Source: an optimization exercise on an open RTL-to-GDS flow (aim: small area, a short achievable clock period and few clock cycles). Production flows keep margins and buffers that such runs may drop.
No functional check of the RTL was part of this run.
Power and IR drop assume default switching activity.

==> design.v <==
module crc_engine (
    input             clk,
    input             rst,
    input             cmd_valid,
    output            cmd_ready,
    input      [2:0]  cmd_op,
    input      [6:0]  cmd_mod,
    input      [63:0] cmd_arg,
    input             in_valid,
    output            in_ready,
    input      [15:0] in_data,
    output            out_valid,
    input             out_ready,
    output     [15:0] out_data,
    output            rsp_valid,
    output     [7:0]  rsp_err,
    output     [63:0] res0,
    output     [63:0] res1,
    output     [63:0] res2
);
    localparam LANES = 16;
    localparam NPOS  = 63;           
    localparam K     = 4;            
    localparam NCH   = 64 / K;       
    localparam CW    = 4;            
    localparam OP_SETPOLY = 3'd0;
    localparam OP_GEN     = 3'd1;
    localparam OP_CHK     = 3'd2;
    localparam OP_GENR    = 3'd3;
    localparam OP_CHKR    = 3'd4;
    localparam ERR_NONE    = 8'h00;
    localparam ERR_ILLEGAL = 8'h01;
    localparam ERR_POLY    = 8'h07;
    localparam ERR_LENGTH  = 8'h08;
    localparam SRC_W = 2'd0;
    localparam SRC_G = 2'd1;
    localparam SRC_I = 2'd2;
    function [5:0] msb_index;
        input [63:0] p;
        integer i;
        begin
            msb_index = 6'd0;
            for (i = 0; i < 64; i = i + 1)
                if (p[i]) msb_index = i[5:0];
        end
    endfunction
    integer i, j, k;
    reg [5:0]  clen;
    reg [62:0] tap;
    reg [62:0] ins;                  
    always @(*) begin
        for (k = 0; k < NPOS; k = k + 1)
            ins[k] = (clen == k + 1);
    end
    reg        p_v;
    reg [2:0]  p_op;
    reg [6:0]  p_mod;
    reg [63:0] p_arg;
    assign cmd_ready = ~p_v;
    wire accept = cmd_valid & ~p_v;
    wire p_stream = (p_op == OP_GEN) || (p_op == OP_CHK);
    wire p_regop  = (p_op == OP_GENR) || (p_op == OP_CHKR);
    wire p_ill_op = (p_op > OP_CHKR);
    wire p_ill_md = (p_stream && (p_mod == 7'd0 || p_mod > 7'd16)) ||
                    (p_regop  && (p_mod == 7'd0 || p_mod > 7'd64));
    wire p_bad_poly = (p_op == OP_SETPOLY) && (p_arg[63:1] == 63'd0);
    wire p_bad_len  = ((p_op == OP_CHK)  && (p_arg[15:0] < {10'd0, clen})) ||
                      ((p_op == OP_CHKR) && (p_mod < {1'b0, clen}));
    wire p_err = p_ill_op | p_ill_md | p_bad_poly | p_bad_len;
    reg [7:0]  p_err_code;
    reg [5:0]  p_err_r0;
    reg [15:0] p_err_r1;
    always @(*) begin
        if (p_ill_op) begin
            p_err_code = ERR_ILLEGAL; p_err_r0 = 6'd1; p_err_r1 = {6'd0, p_op, p_mod};
        end else if (p_ill_md) begin
            p_err_code = ERR_ILLEGAL; p_err_r0 = 6'd3; p_err_r1 = {6'd0, p_op, p_mod};
        end else if (p_bad_poly) begin
            p_err_code = ERR_POLY;    p_err_r0 = 6'd0; p_err_r1 = {15'd0, p_arg[0]};
        end else if (p_op == OP_CHK) begin
            p_err_code = ERR_LENGTH;  p_err_r0 = clen; p_err_r1 = p_arg[15:0];
        end else begin
            p_err_code = ERR_LENGTH;  p_err_r0 = clen; p_err_r1 = {9'd0, p_mod};
        end
    end
    reg [1:0] oq [0:3];
    reg [1:0] oq_rd, oq_wr;
    reg [2:0] oq_n;
    wire      oq_space = (oq_n != 3'd4);
    wire [1:0] oq_head = oq[oq_rd];
    reg [LANES-1:0] r [0:NPOS-1];
    reg        f_act, f_gen, f_started;
    reg [15:0] f_rem;                
    reg [4:0]  f_lanes;
    reg [5:0]  f_gate;               
    reg        ib_v;
    reg [LANES-1:0] ib_d;
    reg        d_act, d_done, d_gen;
    reg [5:0]  d_cnt;
    reg [63:0] acc;
    reg [LANES-1:0] nzacc;
    reg [5:0]  zcnt;                 
    wire clean = (zcnt >= clen);
    reg [LANES-1:0] ob0, ob1;
    reg [1:0]  ocnt;
    wire can_push = (ocnt != 2'd2);
    assign out_valid = (ocnt != 2'd0);
    assign out_data  = ob0;
    wire pop = out_valid & out_ready;
    reg [1:0]    g_ph;               
    reg          g_aug;
    reg [CW-1:0] g_idx;
    reg          g_first;
    reg [K-1:0]  g_fmask;
    reg [62:0]   g;
    reg [1:0]  s_ph;                 
    reg        i_v;
    reg [7:0]  i_err;
    reg [5:0]  i_r0;
    reg [15:0] i_r1;
    reg        rv;
    reg [1:0]  rsrc;
    wire drain_busy = d_act & ~d_done;
    wire d_ok       = ~d_gen | can_push;
    wire gen_go     = ~drain_busy & (clean | f_started);
    wire [LANES-1:0] lmask = {LANES{1'b1}} >> (5'd16 - f_lanes);
    wire st_feed = f_act & ib_v &
                   (f_gen ? gen_go : (~drain_busy | d_ok));
    wire st_zero = ~st_feed &
                   ((drain_busy & d_ok & ~(f_act & ~f_gen & f_started)) |
                    (f_act & f_gen & ~f_started & ~drain_busy & ~clean));
    wire w_step  = st_feed | st_zero;
    wire dstep   = w_step & drain_busy;
    wire [LANES-1:0] e     = ib_d & lmask;
    wire [LANES-1:0] e_ins = (st_feed & ~f_gen) ? e : {LANES{1'b0}};
    wire             fb_on = st_feed & (f_gen | (f_gate == 6'd0));
    wire [LANES-1:0] fbv   = fb_on ? (r[0] ^ (f_gen ? e : {LANES{1'b0}}))
                                   : {LANES{1'b0}};
    reg [LANES-1:0] nxt [0:NPOS-1];
    always @(*) begin
        for (k = 0; k < NPOS; k = k + 1) begin
            if (ins[k])
                nxt[k] = e_ins;
            else if (k == NPOS - 1)
                nxt[k] = {LANES{1'b0}};
            else
                nxt[k] = r[k+1];
            if (tap[k])
                nxt[k] = nxt[k] ^ fbv;
        end
    end
    wire f_fin = f_act & (f_rem == 16'd0) & ~ib_v &
                 (f_started | ~f_gen | gen_go) & ~d_act;
    wire [K-1:0] chunk = p_arg[g_idx*K +: K] & (g_first ? g_fmask : {K{1'b1}});
    reg [62:0] gs;
    reg        gfb, gb;
    always @(*) begin
        gs = g;
        for (j = 0; j < K; j = j + 1) begin
            gb  = chunk[K-1-j];
            gfb = gs[0] ^ (g_aug ? 1'b0 : gb);
            for (k = 0; k < NPOS; k = k + 1) begin
                if (k == NPOS - 1)
                    gs[k] = (tap[k] & gfb) ^ (ins[k] & g_aug & gb);
                else
                    gs[k] = gs[k+1] ^ (tap[k] & gfb) ^ (ins[k] & g_aug & gb);
            end
        end
    end
    wire [63:0] rev_arg;
    wire [63:0] g_num;
    genvar gv;
    generate
        for (gv = 0; gv < 64; gv = gv + 1) begin : g_rev
            assign rev_arg[gv] = p_arg[63-gv];
        end
        for (gv = 0; gv < 63; gv = gv + 1) begin : g_gn
            assign g_num[63-gv] = g[gv];
        end
    endgenerate
    assign g_num[0] = 1'b0;
    wire [5:0]  sh_amt = 6'd0 - clen;
    wire [63:0] sh_in  = (s_ph == 2'd2) ? rev_arg : g_num;
    wire [63:0] sh_out = sh_in >> sh_amt;
    wire w_idle = ~f_act & ~drain_busy;
    wire dis_err = p_v & p_err & ~i_v & oq_space & (s_ph == 2'd0);
    wire dis_str = p_v & ~p_err & p_stream & ~f_act & oq_space;
    wire dis_reg = p_v & ~p_err & p_regop & (g_ph == 2'd0) & oq_space;
    wire dis_sp  = p_v & ~p_err & (p_op == OP_SETPOLY) & (s_ph == 2'd0) &
                   ~i_v & oq_space & w_idle & (g_ph[1] == g_ph[0]);
    wire resp_ok = ~rv & (oq_n != 3'd0) &
                   (((oq_head == SRC_W) & d_act & d_done & (~d_gen | (ocnt == 2'd0))) |
                    ((oq_head == SRC_G) & (g_ph == 2'd3)) |
                    ((oq_head == SRC_I) & i_v));
    wire oq_push = dis_err | dis_str | dis_reg | (s_ph == 2'd2);
    wire [1:0] oq_push_src = dis_str ? SRC_W : dis_reg ? SRC_G : SRC_I;
    wire in_xfer = in_valid & in_ready;
    assign in_ready = f_act & (f_rem != 16'd0) & (~ib_v | st_feed);
    always @(posedge clk) begin
        if (rst) begin
            p_v     <= 1'b0;
            clen    <= 6'd16;
            tap     <= 63'h000000000000A001;
            oq_rd   <= 2'd0;
            oq_wr   <= 2'd0;
            oq_n    <= 3'd0;
            f_act   <= 1'b0;
            ib_v    <= 1'b0;
            d_act   <= 1'b0;
            d_done  <= 1'b0;
            zcnt    <= 6'd0;
            ocnt    <= 2'd0;
            g_ph    <= 2'd0;
            s_ph    <= 2'd0;
            i_v     <= 1'b0;
            rv      <= 1'b0;
        end else begin
            if (accept) begin
                p_v   <= 1'b1;
                p_op  <= cmd_op;
                p_mod <= cmd_mod;
                p_arg <= cmd_arg;
            end
            if (dis_err | dis_str)
                p_v <= 1'b0;
            if (dis_err) begin
                i_v   <= 1'b1;
                i_err <= p_err_code;
                i_r0  <= p_err_r0;
                i_r1  <= p_err_r1;
            end
            if (dis_sp)
                s_ph <= 2'd1;
            if (s_ph == 2'd1) begin
                clen <= msb_index(p_arg);
                if (msb_index(p_arg) > clen)
                    zcnt <= 6'd0;
                s_ph <= 2'd2;
            end
            if (s_ph == 2'd2) begin
                tap   <= sh_out[62:0];
                i_v   <= 1'b1;
                i_err <= ERR_NONE;
                i_r0  <= clen;
                i_r1  <= 16'd0;
                s_ph  <= 2'd0;
                p_v   <= 1'b0;
            end
            if (oq_push) begin
                oq[oq_wr] <= oq_push_src;
                oq_wr     <= oq_wr + 2'd1;
            end
            if (resp_ok)
                oq_rd <= oq_rd + 2'd1;
            oq_n <= oq_n + {2'd0, oq_push} - {2'd0, resp_ok};
            rv <= resp_ok;
            if (resp_ok)
                rsrc <= oq_head;
            if (rv) begin
                case (rsrc)
                    SRC_W:   d_act <= 1'b0;
                    SRC_G:   g_ph  <= 2'd0;
                    default: i_v   <= 1'b0;
                endcase
            end
            if (dis_str) begin
                f_act     <= 1'b1;
                f_gen     <= (p_op == OP_GEN);
                f_started <= 1'b0;
                f_rem     <= p_arg[15:0];
                f_lanes   <= p_mod[4:0];
                f_gate    <= clen;
            end
            if (in_xfer) begin
                ib_v  <= 1'b1;
                ib_d  <= in_data;
                f_rem <= f_rem - 16'd1;
            end else if (st_feed) begin
                ib_v <= 1'b0;
            end
            if (st_feed) begin
                f_started <= 1'b1;
                if (f_gate != 6'd0)
                    f_gate <= f_gate - 6'd1;
            end
            if (w_step) begin
                for (i = 0; i < NPOS; i = i + 1)
                    r[i] <= nxt[i];
                if (st_zero)
                    zcnt <= (zcnt == 6'd63) ? zcnt : zcnt + 6'd1;
                else
                    zcnt <= 6'd0;
            end
            if (dstep) begin
                acc   <= {acc[62:0], r[0][0]};
                nzacc <= nzacc | r[0];
                d_cnt <= d_cnt - 6'd1;
                if (d_cnt == 6'd1)
                    d_done <= 1'b1;
            end
            if (f_fin) begin
                f_act  <= 1'b0;
                d_act  <= 1'b1;
                d_done <= 1'b0;
                d_gen  <= f_gen;
                d_cnt  <= clen;
                acc    <= 64'd0;
                nzacc  <= {LANES{1'b0}};
            end
            if (dstep & d_gen) begin
                if (pop) begin
                    if (ocnt == 2'd1) ob0 <= r[0];
                    else begin ob0 <= ob1; ob1 <= r[0]; end
                end else begin
                    if (ocnt == 2'd0) ob0 <= r[0];
                    else ob1 <= r[0];
                    ocnt <= ocnt + 2'd1;
                end
            end else if (pop) begin
                ob0  <= ob1;
                ocnt <= ocnt - 2'd1;
            end
            if (dis_reg) begin
                g_ph    <= 2'd1;
                g_aug   <= (p_op == OP_CHKR);
                g_idx   <= (p_mod - 7'd1) >> 2;
                g_first <= 1'b1;
                g_fmask <= {K{1'b1}} >> (2'd3 - (p_mod[1:0] - 2'd1));
                g       <= 63'd0;
            end
            if (g_ph == 2'd1) begin
                g       <= gs;
                g_first <= 1'b0;
                g_idx   <= g_idx - {{(CW-1){1'b0}}, 1'b1};
                if (g_idx == {CW{1'b0}}) begin
                    g_ph <= 2'd2;
                    p_v  <= 1'b0;
                end
            end
            if (g_ph == 2'd2) begin
                g    <= sh_out[62:0];
                g_ph <= 2'd3;
            end
        end
    end
    wire g_nz  = (g != 63'd0);
    wire nz_nz = (nzacc != {LANES{1'b0}});
    reg [7:0]  o_err;
    reg [63:0] o_r0, o_r1, o_r2;
    always @(*) begin
        o_err = ERR_NONE;
        o_r0  = 64'd0;
        o_r1  = 64'd0;
        o_r2  = 64'd0;
        case (rsrc)
            SRC_W: begin
                o_r1 = {48'd0, nzacc};
                if (d_gen) o_r0 = acc;
                else begin o_r0 = {63'd0, ~nz_nz}; o_r2 = acc; end
            end
            SRC_G: begin
                o_r1 = {63'd0, g_nz};
                if (g_aug) begin o_r0 = {63'd0, ~g_nz}; o_r2 = {1'b0, g}; end
                else o_r0 = {1'b0, g};
            end
            default: begin
                o_err = i_err;
                o_r0  = {58'd0, i_r0};
                o_r1  = {48'd0, i_r1};
            end
        endcase
    end
    assign rsp_valid = rv;
    assign rsp_err   = o_err;
    assign res0      = o_r0;
    assign res1      = o_r1;
    assign res2      = o_r2;
endmodule
==> run.sh <==
#!/bin/bash
# synth_recipe.tcl (not shown) runs the flow's synth.tcl, then flattens the netlist and writes it again
# the make line also repeats each setting of config.mk as NAME=value (left out here)
make -C /OpenROAD-flow-scripts/flow DESIGN_CONFIG=/design/flow/config.mk WORK_HOME=/design/flow/orfs CLKGATE_MAP_FILE= SYNTH_SCRIPT=/design/flow/synth_recipe.tcl finish
==> config.mk <==
export PLATFORM = sky130hd
export DESIGN_NAME = crc_engine
export DESIGN_NICKNAME = crc_engine
export VERILOG_FILES = /design/flow/design.v
export SDC_FILE = /design/flow/constraint.sdc
export NUM_CORES = 4
export LEC_CHECK = 0
export CAP_MARGIN = 20
export CORE_MARGIN = 2
export CORE_UTILIZATION = 30
export SLEW_MARGIN = 20
==> constraint.sdc <==
create_clock -name core_clock -period 6.0 [get_ports {clk}]
set_input_delay 1.2000 -clock core_clock [delete_from_list [all_inputs] [get_ports {clk}]]
set_output_delay 1.2000 -clock core_clock [all_outputs]
set_load 0.01 [all_outputs]
==> flow_summary.ini <==
[logic_synthesis]
synth-edff-count = 1353
postSynthAreaPerCell_sq_um = 9.56
post_synth_inst_count = 9046
count_of_warnings_emitted_by_yosys = 3
ff_latch_count_synth = 1450
asyncSetResetFlopFracSynth = 0
synth.cell_area_sq_um = 86500
synth.yosys.seq_area_share = 0.492
synthDistinctLibCells = 89
synth_top_flop_cell = sky130_fd_sc_hd__edfxtp_1

[grt]
grt_max_degree = 110
grt.overflow.total = 0
grt_antenna_before_repair = 7
grt_pass1_vias = 65300
grtUsageTotal = 0.201
grt_pass1_wl_mm = 450

[cts]
hold_buffers = 0
clock_slew_at_reported_path_ffs_ps = 60
cts_inserted_buffers = 167
ctsRootBufferMaster = sky130_fd_sc_hd__clkbuf_16
clock-sinks = 1450
cts_post_setup_buffers_inserted = 0
clock_tree.htree_level_count = 4
cts-resized-gates = 0
cts_tree = yes
clk-insertion-delay-late_ps = 850
max-clock-path-buffers = 4

[die]
floorplan.rows = 197
dieArea_sq_um = 293000
io-pin-count = 315
starting_utilization_of_the_core_area = 0.301
die_w_um = 541
floorplan.die.height_um = 541
design.core.area_sq_um = 287000

[drt]
detailroute.via_count = 68300
route.detailed.wl_per_inst_um = 23.8
top_signal_layer_used = met5
detailroute.wirelength.met3_mm = 26.3
detailed_route_drc_error_count = 0
detail_route.wirelength_mm = 306
initialDrtViolationCount = 8684
drtAntennaViolNets = 0
met2WireLength_mm = 134
via_density_per_instance = 5.31
detail_route.wirelength.met1_mm = 137
drt-pass1-iter-count = 7

[setup_path]
worst-endpoint-arrival_ps = 6170
end_kind = flip-flop
worstPathRequired_ps = 6680
start_kind = flip-flop
critPathMaxFanout = 7
crit_type = flip-flop to flip-flop

[finish]
most-common-layout-cells = sky130_fd_sc_hd__nand2_1 (2435), sky130_fd_sc_hd__edfxtp_1 (1353), sky130_fd_sc_hd__xnor2_1 (1293)
final_common_cell = sky130_fd_sc_hd__nand2_1
finalNetCount = 9097
layout_cells_sized_above_1 = 0.0727
postLayoutCellArea_sq_um = 98600
area_growth_pct = 14.1
multiInputGateArea_sq_um = 40800
ff_latch_area_sq_um = 42600
nFillCells = 28800

[timing]
setup_viol_count_final = 0
fin_setup_tns_ps = 0
layout_worst_path_cycle_share = 0.916
fin_skew_ps = 62.5
rsz0062_at_grt = false
maxSlewViolCount = 0
max-slew-margin-rel = 0.208
max_freq_ghz = 0.182
tightestPinTransition_ps = 1190
finalHoldViolations = 0
min_period_ps = 5500

[power_and_ir_drop]
power_density_nw_per_um2 = 241
power.ir.vdd_worst_mv = 0.177
power.static_leakage_nw = 33.5

[run]
max-cap-violations = 0

[worst_hold_path]
worst_min_delay_path_class = flip-flop to flip-flop

[placed_design]
globalplace.congestion = 0.945
area_post_placement_sq_um = 93300
dp_hpwl_mm = 204
port_buffers = 262

[status]
status = complete, no violations
==> cell type report <==
class                           instances  share of cell area
Timing Repair Buffer                  496              0.0503
Multi-Input combinational cell       6773               0.414
Antenna cell                            5            0.000127
Inverter                               62             0.00237
Tap cell                             3781              0.0480
Clock buffer                          205              0.0450
Clock inverter                         88             0.00860
Sequential cell                      1450               0.432
==> state kept, by name, summed over array words and instances (netlist names), 7 cells and up, named ones only <==
signal  count
r        1008
oq          8
p_arg      64
ib_d       16
p_mod       7
ob0        16
f_rem      16
acc        64
tap        63
i_r1       16
g          63
ob1        16
nzacc      16
==> stage by stage <==
stage,worst slack [ps],power [mW],utilization,std cells,hold WS (ps)
after detailed placement,544,13.6,0.325,12600,502
after floorplan,-13230,12.7,-,9097,424
after global placement,410,13.6,0.324,12600,495
final,505,23.7,0.343,12900,516
after global routing,71.5,24.4,0.343,12900,562
after CTS,531,23.8,0.343,12900,510
==> critical path: stages, from the launching register on <==
cell and delay [ps]:
sky130_fd_sc_hd__edfxtp_1 510, sky130_fd_sc_hd__or4_1 570, sky130_fd_sc_hd__a21oi_1 230, sky130_fd_sc_hd__o41ai_1 120, sky130_fd_sc_hd__a211oi_1 250, sky130_fd_sc_hd__o31ai_1 100
sky130_fd_sc_hd__a211oi_1 250, sky130_fd_sc_hd__o31ai_1 90, sky130_fd_sc_hd__a2111oi_1 480, sky130_fd_sc_hd__o311ai_0 270, sky130_fd_sc_hd__nand4_1 210, sky130_fd_sc_hd__nand3_1 130
sky130_fd_sc_hd__ha_1 300, sky130_fd_sc_hd__nor2b_1 130, sky130_fd_sc_hd__o21a_1 160, sky130_fd_sc_hd__o21ai_0 160, sky130_fd_sc_hd__nand2b_1 80, sky130_fd_sc_hd__a21oi_1 150
sky130_fd_sc_hd__nor2b_1 60, sky130_fd_sc_hd__o221ai_1 340, sky130_fd_sc_hd__and3_1 260, sky130_fd_sc_hd__a21oi_1 100, sky130_fd_sc_hd__nand4_1 160, sky130_fd_sc_hd__xor2_1 180
sky130_fd_sc_hd__nor2_1 70
==> Yosys cell counts (all sizes together), types with 4 or more instances <==
cell     count  area (sq um)
buf        248          1420
a211o        4          35.0
nor3b        5          37.5
nor3        48           245
a222oi       6          60.1
a22o       161          1410
xor3        12           285
a211oi      72           546
or3          7          43.8
xnor2     1299         11400
o211ai      12          90.1
a21oi       94           478
a22oi       15           123
ha          51           638
edfxtp    1353         40600
o21bai       4          30.0
o22ai      109           682
nor2       380          1430
and3        37           236
a2111oi      5          50.0
nand4b       4          41.3
inv         59           221
or4          6          45.0
o21a         5          37.5
and2        31           194
mux2i      285          2850
dfxtp       97          1940
xor2       136          1200
a21boi       5          37.5
nand4       11          68.8
a32oi        6          52.6
o31ai        5          37.5
nand2     2464          9250
a31oi       16           100
nor4        43           269
mux4         7           158
o21ai     1138          5930
xnor3       25           563
mux2        19           214
nand3       43           215
clkbuf     564          2120
nand3b       4          30.0
nor2b       95           594
a21o        10          75.1
nand2b      12          75.1
==> worst paths after layout <==
kind,startpoint,endpoint,slack [ps],cells past startpoint
min,ib_v,ib_v,520,2
max,p_arg[10],zcnt[5],500,24
min reg2reg,ib_v,ib_v,520,2
max reg2reg,p_arg[10],zcnt[5],500,24
==> report_power, final <==
part,internal (mW),switching (mW)
Sequential,11.1,0.313
Combinational,0.720,1.31
Clock,5.93,4.35
==> per-layer routing <==
layer	up-vias	GRT usage
met5	-	0
met4	6	0.0544
met3	496	0.0352
met2	3263	0.306
met1	34000	0.292
li1	30500	-
==> cell families (layout without fill, tap and decap cells) <==
group	Yosys count	after routing	synth area share
adder cells (fa/ha/maj)	52	52	0.00761
buffers and inverters	874	851	0.0436
AND/OR/NAND/NOR	3197	3197	0.148
flip-flops	1450	1450	0.492
AO/OA/AOI/OAI	1689	1689	0.115
other	1	57	0.0000434
XOR/XNOR	1472	1472	0.155
multiplexers	311	311	0.0373

==> afterwards: timing with drivers on the ports <==
The results above use ideal ports. As a check the final layout listed here was re-extracted and re-timed, cells and wires unchanged.
Step 1 sets driving cells, clkbuf_16 on the clock port and buf_2 on the other inputs (assumed; they add their load-dependent delay and slew).
Step 2 moves the port delays by t, midway between the first and last clock arrival at a register: inputs arrive t later, outputs are due t later. That takes back most of the time a late clock gives input paths.
Three values: ideal ports, drivers, drivers and shift; two values: the first two.
t, ns: 0.903
setup WS [ns]: 0.505 / 0.505 / 0.505
cell pins on the clock port's net: 1
After both steps this run still meets setup and hold. The setup slack of this run moves by 0.000 ns with the drivers and by 0.000 ns with both steps.
